Source: an optimization exercise on an open RTL-to-GDS flow (aim: small area). Production flows keep margins and buffers that such runs may drop.
In this exercise RTL edits were held to simulation tests only and were not proved equivalent to the original.
Power figures rest on the tool's default switching activity, not on a simulated workload.

// cpu16
module cpu16 (
    input  wire        clk,
    input  wire        rst,           
    output wire [15:0] imem_addr,
    input  wire [15:0] imem_rdata,
    output wire [15:0] dmem_addr,
    output wire [15:0] dmem_wdata,
    output wire        dmem_we,
    input  wire [15:0] dmem_rdata,
    input  wire [3:0]  dbg_sel,
    output wire [15:0] dbg_rdata,
    output wire [15:0] pc_o,
    output wire [15:0] sp_o,
    output wire [15:0] ir_o,
    output wire [3:0]  flags_o,       
    output wire        halted,
    output wire        faulted
);
    localparam [1:0] ST_FE = 2'd0, ST_P1 = 2'd1, ST_P2 = 2'd2, ST_CL = 2'd3;
    reg [255:0] rf;           
    reg [15:0]  pc, ir, T;
    reg [8:0]   sp;           
    reg [3:0]   t;            
    reg [1:0]   st;
    reg         fn, fz, fc, fv;
    reg         halted_r, faulted_r;
    reg         cy;           
    reg         pcy;          
    reg [3:0]   shn;          
    reg         shr;          
    wire ended = halted_r | faulted_r;
    wire run   = ~ended;
    wire [3:0] op = ir[15:12];
  ...
Size: about 950 cells after synthesis, ~0.011 mm2 of cells after synthesis.
clock: 10.0 ns
lec_check: 0
abc_area: 1
cap_margin: 0
core_margin: 2
core_utilization: 60
place_density: 0.7
slew_margin: 0
standard.sh (not shown) runs the stock make flow with config.mk's settings and CLKGATE_MAP_FILE= SYNTH_SCRIPT=/design/flow/synth_recipe.tcl, a recipe that flattens the netlist after the stock synthesis.
==> flow/flow/run.sh <==
#!/bin/bash
# Own layout flow: the standard ORFS flow (standard.sh) with three changes:
#  - synthesis maps logic with area-oriented ABC scripts: the word mux module
#    cpu16_wmux (kept as a module until the end of synthesis, then flattened as
#    usual) with flow/abc_mux.script, the rest with flow/abc_area.script;
#    everything else in synthesis is the standard script, so registers are unchanged;
#  - ports are buffered with the smallest buffer (buf_1);
#  - clock tree synthesis uses small clock buffers and no dummy loads.
set -euo pipefail
W=$PWD
rm -rf "$W/own_scripts"
cp -r "$FLOW_HOME/scripts" "$W/own_scripts"
cp "$W/flow/abc_area.script" "$W/own_scripts/abc_area.script"
cp "$W/flow/abc_mux.script" "$W/own_scripts/abc_mux.script"
python3 - "$W/own_scripts/synth.tcl" <<'PY'
import sys
p = sys.argv[1]
s = open(p).read()
old = "  log_cmd abc {*}$abc_args\n"
assert s.count(old) == 1
new = ("  log_cmd abc {*}[lreplace $abc_args 1 1 $::env(SCRIPTS_DIR)/abc_mux.script] cpu16_wmux\n"
       + old)
open(p, "w").write(s.replace(old, new))
PY
export SYNTH_KEEP_MODULES=cpu16_wmux

export BUFFER_PORTS_ARGS="-buffer_cell sky130_fd_sc_hd__buf_1"
export CTS_ARGS="-sink_clustering_enable -repair_clock_nets -dont_use_dummy_load -sink_clustering_size 18 -sink_clustering_max_diameter 100 -buf_list {sky130_fd_sc_hd__clkbuf_8}"

SCRIPTS_DIR="$W/own_scripts" bash standard.sh synth > "$W/synth.log" 2>&1
bash standard.sh > "$W/layout.log" 2>&1
test -f "$W/out/final.def"
==> flow/flow/abc_area.script <==
strash
dch
amap -F 20 -A 40
topo
==> flow/flow/abc_mux.script <==
strash
&get -n
&dch
&nf -R 1000
&put
topo
==> next run, changes <==
--- a/flow/design.v
+++ b/flow/design.v
@@ -96,76 +96,87 @@
     wire alu_r, cout;
     cpu16_alu u_alu (
         .x(x), .y(y), .cin(cin), .is_and(op_and), .is_or(op_or),
         .r(alu_r), .cout(cout)
     );
     wire [3:0] tidx = shr ? ~shn : (shn - 4'd1);
     wire       tap  = T[tidx];
     wire       shnz = shn != 4'd0;
-    wire [3:0] cpos = shr ? (shn - 4'd1) : (4'd0 - shn);    
-    wire       sh_c = (t == cpos) ? (pa & shnz) : (~t0 & fc);
+    wire       sh_cap = op_shft & ((s_p1 & shr & t15) | (s_fe & ~shr & t0));
     wire [7:0] ea;
     genvar gi;
     generate for (gi = 0; gi < 8; gi = gi + 1) begin : g_ea
         assign ea[gi] = T[15 - gi];
     end endgenerate
     wire oor = |T[7:0];
-    wire rdbit = dmem_rdata[t];
+    wire ok2 = ~(t0 & oor);
+    wire tld   = s_p2 & t0 & (op_load | op_ret);
+    wire rdbit = t0 ? dmem_rdata[0] : T[15];
+    wire [15:0] tload;
+    generate for (gi = 1; gi < 16; gi = gi + 1) begin : g_tload
+        assign tload[gi] = dmem_rdata[16 - gi];
+    end endgenerate
+    assign tload[0] = 1'b0;
     wire wbit = clr ? 1'b0 :
                 s_p2 ? (op_shft ? tap : op_alu ? alu_r : rdbit) :
                 (ibit & (op[0] | ~t[3]));           
     wire wen  = clr | (run & ((s_p1 & (op_loadi | (op_lui & t[3]))) |
-                              (s_p2 & (op_shft | op_alu | (op_load & ~oor)))));
+                              (s_p2 & (op_shft | op_alu | (op_load & ok2)))));
     integer r;
     always @(posedge clk) begin
         for (r = 0; r < 16; r = r + 1)
             rf[16*r +: 16] <= {(wen & (clr | (rd == r))) ? wbit : rf[16*r],
                                rf[16*r+1 +: 15]};
     end
     wire br_take = (op_beq & fz) | (op_bne & ~fz) | op_b;
     wire pc_p1   = s_p1;
-    wire pc_call = s_p2 & op_call & ~oor;
-    wire pc_ret  = s_p2 & op_ret & ~oor;
+    wire pc_call = s_p2 & op_call & ok2;
+    wire pc_ret  = s_p2 & op_ret & ok2;
     wire py      = ((pc_p1 & br_take) | pc_call) & ibit;
     wire pcin    = t0 ? pc_p1 : pcy;
     wire pc_sum  = pc[0] ^ py ^ pcin;
     wire pc_cout = (pc[0] & py) | (pcin & (pc[0] ^ py));
     wire pc_en   = clr | (run & (pc_p1 | pc_call | pc_ret));
     wire pc_in   = clr ? 1'b0 : pc_ret ? rdbit : pc_sum;
-    wire sp_en   = clr ? tsp : (run & tsp & ((s_p1 & (op_call | op_ret)) | (s_p2 & op_ret & ~oor)));
+    wire sp_en   = clr ? tsp : (run & tsp & ((s_p1 & (op_call | op_ret)) | (s_p2 & op_ret & ok2)));
     wire sp_in   = clr ? t[3] : alu_r;
     wire fetch    = run & s_fe & t15 & (pc[15:8] == 8'h00);
     always @(posedge clk) begin
         t   <= rst ? 4'd0 : t + 4'd1;
         cy  <= cout;
         pcy <= pc_cout;
+        if (rst)
+            ir[15] <= 1'b0;                     
+        else if (fetch)
+            ir <= imem_rdata;
         if (fetch) begin
-            ir  <= imem_rdata;
             shn <= word[3:0];
             shr <= word[15] | (word[3:0] == 4'd0);
         end
         if (pc_en) pc <= {pc_in, pc[15:1]};
         if (sp_en) sp <= {sp_in, sp[8:1]};
-        if (run & s_p1 & (op_load | op_store | op_shft | op_call | op_ret | op_alu))
-            T <= {T[14:0], (op_shft | op_alu) ? (pa & (shr | op_alu)) : (alu_r & (tsp | ~sp_mode))};
-        else if (run & s_p2 & (op_shft | op_alu))
-            T <= {T[14:0], pa & ~shr};
+        if (tld)
+            T <= tload;
+        else
+            T <= {T[14:0], s_p2 ? (pa & ~shr) :
+                           (op_shft | op_alu) ? (pa & (shr | op_alu)) : (alu_r & (tsp | ~sp_mode))};
         if (rst) begin
             st        <= ST_CL;
             halted_r  <= 1'b0;
             faulted_r <= 1'b0;
             fn <= 1'b0; fz <= 1'b0; fc <= 1'b0; fv <= 1'b0;
         end else if (run) begin
             if (s_p2 & (op_shft | op_alu)) begin
                 fn <= wbit;
                 fz <= ~wbit & (t0 | fz);
-                fc <= op_shft ? sh_c : (op_addsub & cout);
+                if (op_alu) fc <= op_addsub & cout;
                 fv <= op_addsub & (cin ^ cout);
             end
+            if (sh_cap) fc <= tap & shnz;
             case (st)
                 ST_CL: if (t15) st <= ST_FE;
                 ST_FE: if (t15) begin
                     if (pc[15:8] != 8'h00) faulted_r <= 1'b1;
                     else                   st <= ST_P1;
                 end
                 ST_P1: if (t15) begin
                     if (op_halt) halted_r <= 1'b1;
Outcome: Flip-flop and latch count is unchanged. Design area decreases by about 1.7%. Total power goes up by about 4.4%. Die area goes down by about 1.6%. Utilization rises by 0.67 points. Maximum frequency falls by 6.1%.

afterwards: timing with drivers on the ports:
Ports are ideal in the flow. The routed layouts listed here were re-timed in OpenROAD. Step 1, drivers: a clkbuf_16 drives clk and a buf_2 each remaining input, both assumed. Step 2 also shifts input and output timing later by t, the mid clock arrival at the registers, as if the neighbouring blocks saw the same clock. Slacks: ideal / step 1 / step 2; pairs: ideal / step 1.
run | shift t [ns] | setup slack, ns | hold slack, ns | clock arrival spread, ns
the first run | 0.582 | 1.241 / 1.201 / 1.782 | 0.311 / 0.311 / 0.311 | 0.052 / 0.051
the second run | 0.568 | 0.676 / 0.635 / 1.202 | 0.305 / 0.305 / 0.305 | 0.069 / 0.069
After both steps every run listed still meets setup and hold.
